Background: an optimization exercise with open tools, aiming at small area, a short achievable clock period and few clock cycles per item. Do not read the settings as production practice.
The RTL was checked by simulation tests, not by an equivalence proof against the original design.
Power figures rest on the tool's default switching activity, not on a simulated workload.

==> 08-23: inputs <==
Design tilt_eq, start of the top module:
module tilt_eq (
    input  wire        clk,
    input  wire        rst,           
    input  wire        cfg_we,
    input  wire [3:0]  cfg_addr,
    input  wire [31:0] cfg_wdata,
    input  wire        prep,          
    input  wire        in_valid,
    output wire        in_ready,
    input  wire        in_ch,
    input  wire [31:0] in_data,
    output reg         out_valid,
    output reg         out_ch,
    output reg  [31:0] out_data,
    output reg         idle
);
    localparam [31:0] ONE = 32'h3F800000;
    integer i;
    reg  [11:0] ph;
    reg         clr_r;
    always @(posedge clk) begin
        if (rst) ph <= 12'b0000_0100_0000;    
        else     ph <= {ph[10:0], ph[11]};
        clr_r       <= rst | prep;
    end
    assign in_ready = ph[6];
    reg [31:0] coef [0:9];
    always @(posedge clk) begin
        for (i = 0; i < 10; i = i + 1)
            if (cfg_we && !rst && cfg_addr == i)
                coef[i] <= cfg_wdata;
            else if (clr_r)
  ...
==> module tilt_eq, before the edit <==
module tilt_eq (
    input  wire        clk,
    input  wire        rst,           
    input  wire        cfg_we,
    input  wire [3:0]  cfg_addr,
    input  wire [31:0] cfg_wdata,
    input  wire        prep,          
    input  wire        in_valid,
    output wire        in_ready,
    input  wire        in_ch,
    input  wire [31:0] in_data,
    output reg         out_valid,
    output reg         out_ch,
    output reg  [31:0] out_data,
    output reg         idle
);
    localparam [31:0] ONE = 32'h3F800000;
    integer i;
    reg  [11:0] ph;
    reg         clr_r;
    always @(posedge clk) begin
        if (rst) ph <= 12'b0000_0100_0000;    
        else     ph <= {ph[10:0], ph[11]};
        clr_r       <= rst | prep;
    end
    assign in_ready = ph[6];
    reg [31:0] coef [0:9];
    always @(posedge clk) begin
        for (i = 0; i < 10; i = i + 1)
            if (cfg_we && !rst && cfg_addr == i)
                coef[i] <= cfg_wdata;
            else if (clr_r)
                coef[i] <= (i == 0 || i == 5) ? ONE : 32'd0;
    end
    reg  [31:0] x0;
    reg         vin, chin;        
    reg         va, cha, byp0;    
    reg         vb, chb, byp1;    
    reg         vo, cho;          
    reg  [1:0]  cnt;              
    wire acc  = in_valid & ph[6] & ~rst;
    wire outn = vo & ph[5];       
    always @(posedge clk) begin
        if (ph[6]) x0 <= in_data;
        if (ph[6])  begin vin <= in_valid; chin <= in_ch; end
        if (ph[10] & ~clr_r) begin va <= vin; cha <= chin; byp0 <= va & (cha == chin); end
        if (ph[4] & ~clr_r)  begin
            vb <= va; chb <= cha; byp1 <= vb & (chb == cha);
            vo <= vb; cho <= chb;
        end
        if (clr_r) begin
            va <= 1'b0; vb <= 1'b0; vo <= 1'b0;
        end
        if (rst) begin
            out_valid <= 1'b0;
            cnt  <= 2'd0;
            idle <= 1'b1;
        end else begin
            out_valid <= outn;
            cnt  <= acc ? (outn ? cnt : cnt + 2'd1) : (outn ? cnt - 2'd1 : cnt);
            idle <= acc ? 1'b0 : (cnt == {1'b0, outn});
        end
    end
    reg  [31:0] y0, y1;           
    reg  [31:0] mx, mc;
    wire [31:0] a_y;              
    wire [124:0] m_pp;
    reg  [124:0] m_pp_r;
    wire [41:0] m_ps;
    reg  [41:0] m_ps_r;
    wire [31:0] m_y;
    reg  [31:0] mr;
    always @(posedge clk) begin
        case (1'b1)
            ph[1] | ph[6] | ph[7]: mx <= x0;
            ph[2] | ph[9]:         mx <= a_y;
            ph[10]:                mx <= y1;
            default:               mx <= y0;
        endcase
        case (1'b1)
            ph[11]:  mc <= coef[7];
            ph[1]:   mc <= coef[1];
            ph[2]:   mc <= coef[3];
            ph[3]:   mc <= coef[5];
            ph[5]:   mc <= coef[4];
            ph[6]:   mc <= coef[2];
            ph[7]:   mc <= coef[0];
            ph[8]:   mc <= coef[6];
            ph[9]:   mc <= coef[8];
            default: mc <= coef[9];
        endcase
    end
    fp_mul_pp  u_mpp (.a(mx), .b(mc), .pp(m_pp));
    fp_mul_sum u_msm (.pp(m_pp_r), .ps(m_ps));
    fp_mul_rnd u_mrn (.ps(m_ps_r), .y(m_y));
    always @(posedge clk) begin
        m_pp_r <= m_pp;
        m_ps_r <= m_ps;
        mr     <= m_y;
    end
    reg [31:0] hist [0:7];
    reg  [31:0] xr, yr;
    reg  [31:0] hsel;
    always @* begin
        case (1'b1)
            ph[11]:  hsel = hist[{cha, 2'b00}];
            ph[3]:   hsel = hist[{chb, 2'b11}];
            ph[6]:   hsel = hist[{chb, 2'b10}];
            default: hsel = hist[{cha, 2'b01}];
        endcase
    end
    always @(posedge clk) begin
        case (1'b1)
            (ph[11] & byp0) | (ph[6] & byp1): xr <= a_y;
            ph[11] | ph[3] | ph[6] | ph[8]:   xr <= hsel;
            default:                          xr <= {mr[31] ^ (ph[2] | ph[9]), mr[30:0]};
        endcase
        case (1'b1)
            ph[11]:                yr <= mr;
            ph[3] | ph[8]:         yr <= a_y;
            default:               yr <= {m_y[31] ^ (ph[0] | ph[5]), m_y[30:0]};
        endcase
    end
    wire [68:0] a_al;
    reg  [68:0] a_al_r;
    wire [69:0] a_sm;
    reg  [69:0] a_sm_r;
    reg  [7:0]  a_wh1, a_wh2;     
    fp_add_al u_aal (.a(xr), .b(yr), .al(a_al));
    fp_add_sm u_asm (.al(a_al_r), .sm(a_sm));
    fp_add_nr u_anr (.sm(a_sm_r), .y(a_y));
    always @(posedge clk) begin
        a_al_r <= a_al;
        a_sm_r <= a_sm;
        for (i = 0; i < 8; i = i + 1)
            a_wh1[i] <= (
                (ph[9]  & va & (i == {cha, 2'b00})) |
                (ph[10] & va & (i == {cha, 2'b01})) |
                (ph[4]  & vb & (i == {chb, 2'b10})) |
                (ph[3]  & vb & (i == {chb, 2'b11})));
        a_wh2 <= clr_r ? 8'd0 : a_wh1;   
        if (ph[2]) y0 <= a_y;
        if (ph[9]) y1 <= a_y;
        for (i = 0; i < 8; i = i + 1)
            if (clr_r)        hist[i] <= 32'd0;
            else if (a_wh2[i]) hist[i] <= a_y;
    end
    always @(posedge clk) begin
        out_data <= y1;
        out_ch   <= cho;
    end
endmodule
export LEC_CHECK = 0
export CAP_MARGIN = 20
export CORE_MARGIN = 2
export CORE_UTILIZATION = 50
export CTS_CLUSTER_DIAMETER = 140
export CTS_CLUSTER_SIZE = 20
export SLEW_MARGIN = 20
create_clock -name core_clock -period 22.0 [get_ports {clk}]
standard.sh (not shown) runs the stock make flow with config.mk's settings and CLKGATE_MAP_FILE= SYNTH_SCRIPT=/design/flow/synth_recipe.tcl, a recipe that flattens the netlist after the stock synthesis.
==> flow/flow/run.sh <==
#!/bin/bash
# Layout: the standard flow (standard.sh) on every step, with ORFS's
# timing repair asked to reach further than the clock period requires and
# given more freedom. flow/make_vars.txt lists the ORFS settings passed to
# make on top of the standard ones:
#   SETUP_SLACK_MARGIN    repair_timing's setup margin (ns)
#   TNS_END_PERCENT       share of the failing endpoints repair_timing works on
#   MATCH_CELL_FOOTPRINT  0 lets the resizer pick any drive strength
# The clock, the SDC and every other setting stay as the standard flow has
# them. make's full output goes to flow_make.log in this folder; each ORFS
# step also keeps its own log under orfs/logs/.
set -euo pipefail
mapfile -t VARS < <(grep -v '^[[:space:]]*$' flow/make_vars.txt)
bash standard.sh "${VARS[@]}" finish > flow_make.log 2>&1
==> flow/flow/make_vars.txt <==
SETUP_SLACK_MARGIN=17
TNS_END_PERCENT=5
MATCH_CELL_FOOTPRINT=0
==> 08-24 (differences from 08-23) <==
--- a/flow/design.v
+++ b/flow/design.v
@@ -2260,13 +2260,19 @@
     end
     assign in_ready = ph[6];
     reg [31:0] coef [0:9];
+    reg [9:0]  cv;
     always @(posedge clk) begin
         for (i = 0; i < 10; i = i + 1)
-            if (cfg_we && !rst && cfg_addr == i)
+            if (cfg_we && !rst && cfg_addr == i) begin
                 coef[i] <= cfg_wdata;
-            else if (clr_r)
-                coef[i] <= (i == 0 || i == 5) ? ONE : 32'd0;
-    end
+                cv[i]   <= 1'b1;
+            end else if (clr_r) begin
+                cv[i]   <= 1'b0;
+            end
+    end
+    function automatic [31:0] cread(input integer k);
+        cread = cv[k] ? coef[k] : ((k == 0 || k == 5) ? ONE : 32'd0);
+    endfunction
     reg  [31:0] x0;
     reg         vin, chin;        
     reg         va, cha, byp0;    
@@ -2313,16 +2319,16 @@
             default:               mx <= y0;
         endcase
         case (1'b1)
-            ph[11]:  mc <= coef[7];
-            ph[1]:   mc <= coef[1];
-            ph[2]:   mc <= coef[3];
-            ph[3]:   mc <= coef[5];
-            ph[5]:   mc <= coef[4];
-            ph[6]:   mc <= coef[2];
-            ph[7]:   mc <= coef[0];
-            ph[8]:   mc <= coef[6];
-            ph[9]:   mc <= coef[8];
-            default: mc <= coef[9];
+            ph[11]:  mc <= cread(7);
+            ph[1]:   mc <= cread(1);
+            ph[2]:   mc <= cread(3);
+            ph[3]:   mc <= cread(5);
+            ph[5]:   mc <= cread(4);
+            ph[6]:   mc <= cread(2);
+            ph[7]:   mc <= cread(0);
+            ph[8]:   mc <= cread(6);
+            ph[9]:   mc <= cread(8);
+            default: mc <= cread(9);
         endcase
     end
     fp_mul_pp  u_mpp (.a(mx), .b(mc), .pp(m_pp));
@@ -2334,15 +2340,18 @@
         mr     <= m_y;
     end
     reg [31:0] hist [0:7];
+    reg [7:0]  hv;
     reg  [31:0] xr, yr;
     reg  [31:0] hsel;
+    reg  [2:0]  hidx;
     always @* begin
         case (1'b1)
-            ph[11]:  hsel = hist[{cha, 2'b00}];
-            ph[3]:   hsel = hist[{chb, 2'b11}];
-            ph[6]:   hsel = hist[{chb, 2'b10}];
-            default: hsel = hist[{cha, 2'b01}];
+            ph[11]:  hidx = {cha, 2'b00};
+            ph[3]:   hidx = {chb, 2'b11};
+            ph[6]:   hidx = {chb, 2'b10};
+            default: hidx = {cha, 2'b01};
         endcase
+        hsel = hv[hidx] ? hist[hidx] : 32'd0;
     end
     always @(posedge clk) begin
         case (1'b1)
@@ -2377,8 +2386,12 @@
         if (ph[2]) y0 <= a_y;
         if (ph[9]) y1 <= a_y;
         for (i = 0; i < 8; i = i + 1)
-            if (clr_r)        hist[i] <= 32'd0;
-            else if (a_wh2[i]) hist[i] <= a_y;
+            if (clr_r) begin
+                hv[i]   <= 1'b0;
+            end else if (a_wh2[i]) begin
+                hist[i] <= a_y;
+                hv[i]   <= 1'b1;
+            end
     end
     always @(posedge clk) begin
         out_data <= y1;
--- a/flow/flow/run.sh
+++ b/flow/flow/run.sh
@@ -5,7 +5,7 @@
 # make on top of the standard ones:
 #   SETUP_SLACK_MARGIN    repair_timing's setup margin (ns)
 #   TNS_END_PERCENT       share of the failing endpoints repair_timing works on
-#   MATCH_CELL_FOOTPRINT  0 lets the resizer pick any drive strength
+
 # The clock, the SDC and every other setting stay as the standard flow has
 # them. make's full output goes to flow_make.log in this folder; each ORFS
 # step also keeps its own log under orfs/logs/.
==> flow/flow/make_vars.txt (replaced) <==
SETUP_SLACK_MARGIN=17
TNS_END_PERCENT=5
CAP_MARGIN = 10   (was 20)
CORE_UTILIZATION = 60   (was 50)
SLEW_MARGIN = 10   (was 20)
==> 12-07 (differences from 08-23) <==
==> flow/flow/run.sh (replaced) <==
#!/bin/bash
# Layout: the standard flow (standard.sh) on every step, with ORFS's
# timing repair asked to reach further than the clock period requires
# (repair_timing's setup margin, SETUP_SLACK_MARGIN) and to work only on the
# worst endpoints (TNS_END_PERCENT). The clock, the SDC and every other
# setting stay as the standard flow has them. make's full output goes to
# flow_make.log in this folder; each ORFS step also keeps its own log under
# orfs/logs/.
set -euo pipefail
read -r MARGIN TNS < flow/repair.txt
bash standard.sh SETUP_SLACK_MARGIN="$MARGIN" TNS_END_PERCENT="$TNS" finish > flow_make.log 2>&1
==> flow/flow/repair.txt (new file) <==
17 5
removed: flow/flow/make_vars.txt
==> qor summary <==
Status: 08-23 finished clean; 08-24 finished clean; 12-07 finished clean
Non-CTS inverters: 08-23 783; 08-24 767; 12-07 785
Final core area utilization: 08-23 0.543; 08-24 0.653; 12-07 0.542
Post-cts repair resize count: 08-23 124; 08-24 195; 12-07 236
Total clock network power: 08-23 1.42 mW; 08-24 1.45 mW; 12-07 1.40 mW
Area of the multi-input gates: 08-23 45900 sq um; 08-24 39100 sq um; 12-07 45800 sq um
Leakage power: 08-23 34.3 nW; 08-24 32.2 nW; 12-07 34.1 nW
Global routing's busiest layer: 08-23 met1; 08-24 met2; 12-07 met1
Combinational power: 08-23 5.34 mW; 08-24 4.52 mW; 12-07 5.25 mW
P per Cell Area: 08-23 115 nW/um^2; 08-24 113 nW/um^2; 12-07 114 nW/um^2
Mux share of post-synthesis cell area: 08-23 0.0835; 08-24 0.0465; 12-07 0.0835
Most common cell in the synthesized netlist: 08-23 sky130_fd_sc_hd__dfxtp_1; 08-24 sky130_fd_sc_hd__inv_1; 12-07 sky130_fd_sc_hd__dfxtp_1
Area of the die: 08-23 161000 sq um; 08-24 127000 sq um; 12-07 161000 sq um
Xor and xnor area share after synthesis: 08-23 0.0221; 08-24 0.0232; 12-07 0.0221
Number of violations reported at the end of detailed-routing iteration 0: 08-23 6040; 08-24 6684; 12-07 6298
Cell type with the largest total area after synthesis: 08-23 sky130_fd_sc_hd__dfxtp_1; 08-24 sky130_fd_sc_hd__edfxtp_1; 12-07 sky130_fd_sc_hd__dfxtp_1
Area Growth Syn to Fin: 08-23 7.82%; 08-24 8.48%; 12-07 7.55%
Final Critical Period: 08-23 5.62 ns; 08-24 5.59 ns; 12-07 5.61 ns
Number of tap cells inserted: 08-23 2058; 08-24 1637; 12-07 2058
Count of different cell masters after synthesis: 08-23 109; 08-24 113; 12-07 109
Post-detailed-placement half-perimeter wirelength: 08-23 175000 um; 08-24 156000 um; 12-07 176000 um
Net load switching power: 08-23 4.68 mW; 08-24 4.03 mW; 12-07 4.63 mW
Share of the yosys chip area belonging to registers: 08-23 0.361; 08-24 0.422; 12-07 0.361
Testbench counts of 08-23, summed over its fixed seeds: cycles 79,988, items 6,601.
Testbench counts of 08-24, summed over its fixed seeds: cycles 79,988, items 6,601.
Testbench counts of 12-07, summed over its fixed seeds: cycles 79,988, items 6,601.


==> inputs of branch nickel <==
RTL: one of the versions met above, not the one the previous note started from.
==> flow/config.mk <==
export PLATFORM = sky130hd
export DESIGN_NAME = tilt_eq
export DESIGN_NICKNAME = tilt_eq
export VERILOG_FILES = /design/flow/design.v
export SDC_FILE = /design/flow/constraint.sdc
export NUM_CORES = 4
export LEC_CHECK = 0
export CAP_MARGIN = 20
export CORE_MARGIN = 2
export CORE_UTILIZATION = 60
export CTS_CLUSTER_DIAMETER = 140
export CTS_CLUSTER_SIZE = 20
export SLEW_MARGIN = 20
==> flow/constraint.sdc <==
create_clock -name core_clock -period 22.0 [get_ports {clk}]
set_input_delay 4.4000 -clock core_clock [delete_from_list [all_inputs] [get_ports {clk}]]
set_output_delay 4.4000 -clock core_clock [all_outputs]
set_load 0.01 [all_outputs]
==> flow/flow/run.sh <==
#!/bin/bash
# Layout: the standard flow (standard.sh) on every step, with ORFS's
# timing repair asked to reach further than the clock period requires and
# given more freedom. flow/make_vars.txt lists the ORFS settings passed to
# make on top of the standard ones:
#   SETUP_SLACK_MARGIN    repair_timing's setup margin (ns)
#   TNS_END_PERCENT       share of the failing endpoints repair_timing works on

# The clock, the SDC and every other setting stay as the standard flow has
# them. make's full output goes to flow_make.log in this folder; each ORFS
# step also keeps its own log under orfs/logs/.
set -euo pipefail
mapfile -t VARS < <(grep -v '^[[:space:]]*$' flow/make_vars.txt)
bash standard.sh "${VARS[@]}" finish > flow_make.log 2>&1
==> flow/flow/make_vars.txt <==
SETUP_SLACK_MARGIN=16.4
TNS_END_PERCENT=5
==> branch sierra (differences from branch nickel) <==
--- a/flow/design.v
+++ b/flow/design.v
@@ -2181,42 +2181,46 @@
     wire sp_nan = a_nan | b_nan | (a_inf & b_inf & (sa ^ sb));
     wire sp_inf = a_inf | b_inf;
     wire sp_sgn = a_inf ? sa : sb;
     assign al = {sw2, sp_nan, sp_inf, sp_sgn, sa & sb, sl, sa ^ sb, el, big, sml};
 endmodule
 module fp_add_sm (
     input  wire [68:0] al,
-    output wire [69:0] sm
+    output wire [47:0] sm
 );
     wire        sw2 = al[68];
     wire        sub = al[62];
     wire [7:0]  el  = al[61:54];
     wire [26:0] big = al[53:27];
     wire [26:0] sml = al[26:0];
     wire [26:0] opl = sw2 ? sml : big;
     wire [26:0] ops = sw2 ? big : sml;
     wire [28:0] sum1 = {1'b0, opl, 1'b1} + {sub, ops ^ {27{sub}}, sub};
     wire [27:0] sum  = sum1[28:1];
-    wire [26:0] mark = (el > 8'd27) ? 27'd0 : (27'd1 << (8'd27 - el));
-    assign sm = {al[67:63], (sum == 28'd0), (el == 8'd254), el, sum[26:0] | mark, sum};
+    wire [7:0]  mp   = 8'd27 - el;
+    wire [4:0]  mpos = (el > 8'd27) ? 5'd31 : mp[4:0];
+    wire        zero = sub ? (opl == ops) : (opl == 27'd0);
+    assign sm = {al[67:63], zero, (el == 8'd254), el, mpos, sum};
 endmodule
 module fp_add_nr (
-    input  wire [69:0] sm,
+    input  wire [47:0] sm,
     output wire [31:0] y
 );
-    wire        sp_nan = sm[69];
-    wire        sp_inf = sm[68];
-    wire        sp_sgn = sm[67];
-    wire        zsgn   = sm[66];
-    wire        sl     = sm[65];
-    wire        zero   = sm[64];
-    wire        el254  = sm[63];
-    wire [7:0]  el     = sm[62:55];
-    wire [26:0] lzv    = sm[54:28];
+    wire        sp_nan = sm[47];
+    wire        sp_inf = sm[46];
+    wire        sp_sgn = sm[45];
+    wire        zsgn   = sm[44];
+    wire        sl     = sm[43];
+    wire        zero   = sm[42];
+    wire        el254  = sm[41];
+    wire [7:0]  el     = sm[40:33];
+    wire [4:0]  mpos   = sm[32:28];
     wire [27:0] sum    = sm[27:0];
+    wire [31:0] mark = 32'd1 << mpos;
+    wire [26:0] lzv  = sum[26:0] | mark[26:0];
     reg  [4:0]  lz;
     integer i;
     always @* begin
         lz = 5'd0;
         for (i = 0; i < 27; i = i + 1)
             if (lzv[i]) lz = 5'd26 - i[4:0];
     end
@@ -2363,36 +2367,39 @@
             ph[11]:                yr <= mr;
             ph[3] | ph[8]:         yr <= a_y;
             default:               yr <= {m_y[31] ^ (ph[0] | ph[5]), m_y[30:0]};
         endcase
     end
     wire [68:0] a_al;
     reg  [68:0] a_al_r;
-    wire [69:0] a_sm;
-    reg  [69:0] a_sm_r;
-    reg  [7:0]  a_wh1, a_wh2;     
+    wire [47:0] a_sm;
+    reg  [47:0] a_sm_r;
+    reg         a_wv1, a_wv2;     
+    reg  [2:0]  a_wi1, a_wi2;     
     fp_add_al u_aal (.a(xr), .b(yr), .al(a_al));
     fp_add_sm u_asm (.al(a_al_r), .sm(a_sm));
     fp_add_nr u_anr (.sm(a_sm_r), .y(a_y));
     always @(posedge clk) begin
         a_al_r <= a_al;
         a_sm_r <= a_sm;
-        for (i = 0; i < 8; i = i + 1)
-            a_wh1[i] <= (
-                (ph[9]  & va & (i == {cha, 2'b00})) |
-                (ph[10] & va & (i == {cha, 2'b01})) |
-                (ph[4]  & vb & (i == {chb, 2'b10})) |
-                (ph[3]  & vb & (i == {chb, 2'b11})));
-        a_wh2 <= clr_r ? 8'd0 : a_wh1;   
+        a_wv1 <= (ph[9] | ph[10]) & va | (ph[4] | ph[3]) & vb;
+        case (1'b1)
+            ph[9]:   a_wi1 <= {cha, 2'b00};
+            ph[10]:  a_wi1 <= {cha, 2'b01};
+            ph[4]:   a_wi1 <= {chb, 2'b10};
+            default: a_wi1 <= {chb, 2'b11};
+        endcase
+        a_wv2 <= a_wv1 & ~clr_r;         
+        a_wi2 <= a_wi1;
         if (ph[2]) y0 <= a_y;
         if (ph[9]) y1 <= a_y;
         for (i = 0; i < 8; i = i + 1)
             if (clr_r) begin
                 hv[i]   <= 1'b0;
-            end else if (a_wh2[i]) begin
+            end else if (a_wv2 && a_wi2 == i) begin
                 hist[i] <= a_y;
                 hv[i]   <= 1'b1;
             end
     end
     always @(posedge clk) begin
         out_data <= y1;
         out_ch   <= cho;
==> flow/flow/make_vars.txt (replaced) <==
SETUP_SLACK_MARGIN=17
TNS_END_PERCENT=20
==> branch indigo (differences from branch nickel) <==
--- a/flow/design.v
+++ b/flow/design.v
@@ -1,11 +1,11 @@
 module fp_mul_pp (
     input  wire [31:0]  a,
     input  wire [31:0]  b,
-    output wire [124:0] pp
+    output wire [118:0] pp
 );
     wire        sa = a[31];
     wire        sb = b[31];
     wire [7:0]  ea = a[30:23];
     wire [7:0]  eb = b[30:23];
     wire [22:0] fa = a[22:0];
     wire [22:0] fb = b[22:0];
@@ -54,28 +54,27 @@
     wire [7:0]  ebn  = esum[7:0] - 8'd127 - {3'd0, lz};
     wire        ovf_hi  = nrm & ({1'b0, esum} > 10'd381 + lzx);
     wire        ovf_254 = nrm & ({1'b0, esum} == 10'd381 + lzx);
     wire [9:0]  ks_full = 10'd151 - {1'b0, esum};
     wire [6:0]  ks   = (esum <= 9'd80) ? 7'd71 : ks_full[6:0];
     wire [6:0]  kn   = 7'd23 - {2'b0, lz};
     wire [6:0]  k    = nrm ? kn : ks;
+    wire        sticky = nrm ? ({2'b0, tz} + {2'b0, lz} < 7'd22) : (tz + 7'd1 < ks);
     wire [47:0] rs, rc;
     mul24_csa u_csa (.a(ma), .b(mb), .s(rs), .c(rc));
-    assign pp = {sa ^ sb, sp, sp_kind, nrm, ovf_hi, ovf_254, ebn, tz, k, rs, rc};
+    assign pp = {sa ^ sb, sp, sp_kind, nrm, sticky, ovf_hi, ovf_254, ebn, k, rs, rc};
 endmodule
 module fp_mul_sum (
-    input  wire [124:0] pp,
+    input  wire [118:0] pp,
     output wire [41:0]  ps
 );
-    wire [6:0]  tz   = pp[109:103];
     wire [6:0]  k    = pp[102:96];
     wire [47:0] prod = pp[95:48] + pp[47:0];
     wire [48:0] sh   = {prod, 1'b0} >> k;
-    wire        sticky = (tz + 7'd1 < k);
-    assign ps = {pp[124:120], sticky, pp[119:110], sh[25:0]};
+    assign ps = {pp[118:103], sh[25:0]};
 endmodule
 module fp_mul_rnd (
     input  wire [41:0] ps,
     output wire [31:0] y
 );
     wire       s       = ps[41];
     wire       sp      = ps[40];
@@ -2242,41 +2241,40 @@
     input  wire        prep,          
     input  wire        in_valid,
     output wire        in_ready,
     input  wire        in_ch,
     input  wire [31:0] in_data,
     output reg         out_valid,
     output reg         out_ch,
-    output reg  [31:0] out_data,
+    output wire [31:0] out_data,
     output reg         idle
 );
     localparam [31:0] ONE = 32'h3F800000;
     integer i;
     reg  [11:0] ph;
-    reg         clr_r;
+    reg         cfg_we_r, clr_r;
+    reg  [3:0]  cfg_addr_r;
+    reg  [31:0] cfg_wdata_r;
     always @(posedge clk) begin
         if (rst) ph <= 12'b0000_0100_0000;    
         else     ph <= {ph[10:0], ph[11]};
+        cfg_we_r    <= cfg_we;            
+        cfg_addr_r  <= cfg_addr;
+        cfg_wdata_r <= cfg_wdata;
         clr_r       <= rst | prep;
     end
     assign in_ready = ph[6];
     reg [31:0] coef [0:9];
-    reg [9:0]  cv;
     always @(posedge clk) begin
         for (i = 0; i < 10; i = i + 1)
-            if (cfg_we && !rst && cfg_addr == i) begin
-                coef[i] <= cfg_wdata;
-                cv[i]   <= 1'b1;
-            end else if (clr_r) begin
-                cv[i]   <= 1'b0;
-            end
+            if (clr_r)
+                coef[i] <= (i == 0 || i == 5) ? ONE : 32'd0;
+            else if (cfg_we_r && cfg_addr_r == i)
+                coef[i] <= cfg_wdata_r;
     end
-    function automatic [31:0] cread(input integer k);
-        cread = cv[k] ? coef[k] : ((k == 0 || k == 5) ? ONE : 32'd0);
-    endfunction
     reg  [31:0] x0;
     reg         vin, chin;        
     reg         va, cha, byp0;    
     reg         vb, chb, byp1;    
     reg         vo, cho;          
     reg  [1:0]  cnt;              
     wire acc  = in_valid & ph[6] & ~rst;
@@ -2301,61 +2299,58 @@
             cnt  <= acc ? (outn ? cnt : cnt + 2'd1) : (outn ? cnt - 2'd1 : cnt);
             idle <= acc ? 1'b0 : (cnt == {1'b0, outn});
         end
     end
     reg  [31:0] y0, y1;           
     reg  [31:0] mx, mc;
     wire [31:0] a_y;              
-    wire [124:0] m_pp;
-    reg  [124:0] m_pp_r;
+    wire [118:0] m_pp;
+    reg  [118:0] m_pp_r;
     wire [41:0] m_ps;
     reg  [41:0] m_ps_r;
     wire [31:0] m_y;
     reg  [31:0] mr;
     always @(posedge clk) begin
         case (1'b1)
             ph[1] | ph[6] | ph[7]: mx <= x0;
             ph[2] | ph[9]:         mx <= a_y;
             ph[10]:                mx <= y1;
             default:               mx <= y0;
         endcase
         case (1'b1)
-            ph[11]:  mc <= cread(7);
-            ph[1]:   mc <= cread(1);
-            ph[2]:   mc <= cread(3);
-            ph[3]:   mc <= cread(5);
-            ph[5]:   mc <= cread(4);
-            ph[6]:   mc <= cread(2);
-            ph[7]:   mc <= cread(0);
-            ph[8]:   mc <= cread(6);
-            ph[9]:   mc <= cread(8);
-            default: mc <= cread(9);
+            ph[11]:  mc <= coef[7];
+            ph[1]:   mc <= coef[1];
+            ph[2]:   mc <= coef[3];
+            ph[3]:   mc <= coef[5];
+            ph[5]:   mc <= coef[4];
+            ph[6]:   mc <= coef[2];
+            ph[7]:   mc <= coef[0];
+            ph[8]:   mc <= coef[6];
+            ph[9]:   mc <= coef[8];
+            default: mc <= coef[9];
         endcase
     end
     fp_mul_pp  u_mpp (.a(mx), .b(mc), .pp(m_pp));
     fp_mul_sum u_msm (.pp(m_pp_r), .ps(m_ps));
     fp_mul_rnd u_mrn (.ps(m_ps_r), .y(m_y));
     always @(posedge clk) begin
         m_pp_r <= m_pp;
         m_ps_r <= m_ps;
         mr     <= m_y;
     end
     reg [31:0] hist [0:7];
-    reg [7:0]  hv;
     reg  [31:0] xr, yr;
     reg  [31:0] hsel;
-    reg  [2:0]  hidx;
     always @* begin
         case (1'b1)
-            ph[11]:  hidx = {cha, 2'b00};
-            ph[3]:   hidx = {chb, 2'b11};
-            ph[6]:   hidx = {chb, 2'b10};
-            default: hidx = {cha, 2'b01};
+            ph[11]:  hsel = hist[{cha, 2'b00}];
+            ph[3]:   hsel = hist[{chb, 2'b11}];
+            ph[6]:   hsel = hist[{chb, 2'b10}];
+            default: hsel = hist[{cha, 2'b01}];
         endcase
-        hsel = hv[hidx] ? hist[hidx] : 32'd0;
     end
     always @(posedge clk) begin
         case (1'b1)
             (ph[11] & byp0) | (ph[6] & byp1): xr <= a_y;
             ph[11] | ph[3] | ph[6] | ph[8]:   xr <= hsel;
             default:                          xr <= {mr[31] ^ (ph[2] | ph[9]), mr[30:0]};
         endcase
@@ -2382,19 +2377,15 @@
                 (ph[10] & va & (i == {cha, 2'b01})) |
                 (ph[4]  & vb & (i == {chb, 2'b10})) |
                 (ph[3]  & vb & (i == {chb, 2'b11})));
         a_wh2 <= clr_r ? 8'd0 : a_wh1;   
         if (ph[2]) y0 <= a_y;
         if (ph[9]) y1 <= a_y;
         for (i = 0; i < 8; i = i + 1)
-            if (clr_r) begin
-                hv[i]   <= 1'b0;
-            end else if (a_wh2[i]) begin
-                hist[i] <= a_y;
-                hv[i]   <= 1'b1;
-            end
+            if (clr_r)        hist[i] <= 32'd0;
+            else if (a_wh2[i]) hist[i] <= a_y;
     end
+    assign out_data = y1;
     always @(posedge clk) begin
-        out_data <= y1;
-        out_ch   <= cho;
+        if (ph[5]) out_ch <= cho;   
     end
 endmodule
==> flow/flow/run.sh (replaced) <==
#!/bin/bash
# Layout: the standard flow (standard.sh) on every step, with ORFS's
# timing repair asked to reach further than the clock period requires
# (repair_timing's setup margin, SETUP_SLACK_MARGIN) and to work only on the
# worst endpoints (TNS_END_PERCENT). The clock, the SDC and every other
# setting stay as the standard flow has them. make's full output goes to
# flow_make.log in this folder; each ORFS step also keeps its own log under
# orfs/logs/.
set -euo pipefail
read -r MARGIN TNS < flow/repair.txt
bash standard.sh SETUP_SLACK_MARGIN="$MARGIN" TNS_END_PERCENT="$TNS" finish > flow_make.log 2>&1
==> flow/flow/repair.txt (new file) <==
17 5
Settings changed: CORE_UTILIZATION 60 to 50, CTS_CLUSTER_DIAMETER 140 to not set, CTS_CLUSTER_SIZE 20 to not set.
removed: flow/flow/make_vars.txt
==> summary of the runs <==
- Clock power, lowest first: branch sierra, branch nickel, branch indigo.
- Of branch sierra and branch indigo, branch indigo has the higher synthesized cell count (gap about 20%, measured against branch indigo).
- The lowest synthesized area belongs to branch sierra, the highest to branch indigo.
- Between branch nickel and branch indigo, the lower cell area is in branch nickel (gap about 6%, measured against branch indigo).
- Combinational power, lowest first: branch nickel, branch indigo, branch sierra.
- In branch sierra the die area is smaller than in branch indigo, by about 20%.
==> figures <==
	branch nickel	branch sierra	branch indigo
Result of the run	timing/DRC/antenna clean	timing/DRC/antenna clean	timing/DRC/antenna clean
Proportion of synthesized area in mux cells	4.65%	4.44%	9.53%
Post-synthesis net count	8149	8086	9832
Overall die area	0.127 mm²	0.125 mm²	0.157 mm²
CTS clock-pin slew for the worst setup and hold paths	0.09 ns	0.08 ns	0.06 ns
Most used flip-flop cell after synthesis	sky130_fd_sc_hd__edfxtp_1	sky130_fd_sc_hd__edfxtp_1	sky130_fd_sc_hd__dfxtp_1
Hold slack	0.312 ns	0.331 ns	0.320 ns
FF-to-FF End	a_al_r[19]	hist[4][23]	m_pp_r[113]
Met2 Usage GRT	52.6%	54.3%	45.2%
Number of instances in the placed design	8836	8735	10695
Top cell type by total area after synthesis	sky130_fd_sc_hd__edfxtp_1	sky130_fd_sc_hd__edfxtp_1	sky130_fd_sc_hd__dfxtp_1
Critical Path Start	cfg_addr[1]	ph[6]	y1[30]
Sequential portion of the cell area	39.2%	37.3%	29.8%
Testbench counts of branch nickel, summed over its fixed seeds: cycles 79,988, items 6,601.
Testbench counts of branch sierra, summed over its fixed seeds: cycles 79,988, items 6,601.
Testbench counts of branch indigo, summed over its fixed seeds: cycles 79,988, items 6,601.

## re-timing with driven ports
The results above use ideal ports. As a check the final layouts listed here were re-extracted and re-timed, cells and wires unchanged.
Step 1: set_driving_cell puts a clkbuf_16 on clk and a buf_2 on each other input, an assumption about the parent block.
Step 2 adds t to the input delays and takes it off the output delays; t is the mean of the earliest and latest rising clock arrival at the registers after step 1. Input paths then give back, and output paths get back, about the clock's delay inside the block.
Slacks: no drivers / after step 1 / after step 2; pairs: no drivers / after step 1.
run | t (ns) | setup WS [ns] | hold WS [ns] | clock arrival spread, ns | worst data-port slew with drivers (ns)
08-23 | 0.794 | 16.378 / 16.294 / 15.693 | 0.296 / 0.296 / 0.296 | 0.061 / 0.061 | 0.09
08-24 | 0.776 | 16.406 / 16.325 / 15.894 | 0.318 / 0.318 / 0.318 | 0.063 / 0.063 | 0.08
12-07 | 0.796 | 16.387 / 16.298 / 15.827 | 0.319 / 0.319 / 0.319 | 0.059 / 0.058 | 0.10
branch nickel | 0.780 | 16.305 / 16.274 / 15.582 | 0.312 / 0.312 / 0.312 | 0.075 / 0.075 | 0.08
branch sierra | 0.742 | 16.452 / 16.367 / 15.961 | 0.331 / 0.331 / 0.331 | 0.037 / 0.037 | 0.07
branch indigo | 0.869 | 16.049 / 15.959 / 16.262 | 0.320 / 0.320 / 0.320 | 0.079 / 0.079 | 0.07
After both steps every run listed still meets setup and hold. The setup slack of branch nickel, which loses most, moves by -0.031 ns with the drivers and by -0.723 ns with both steps.
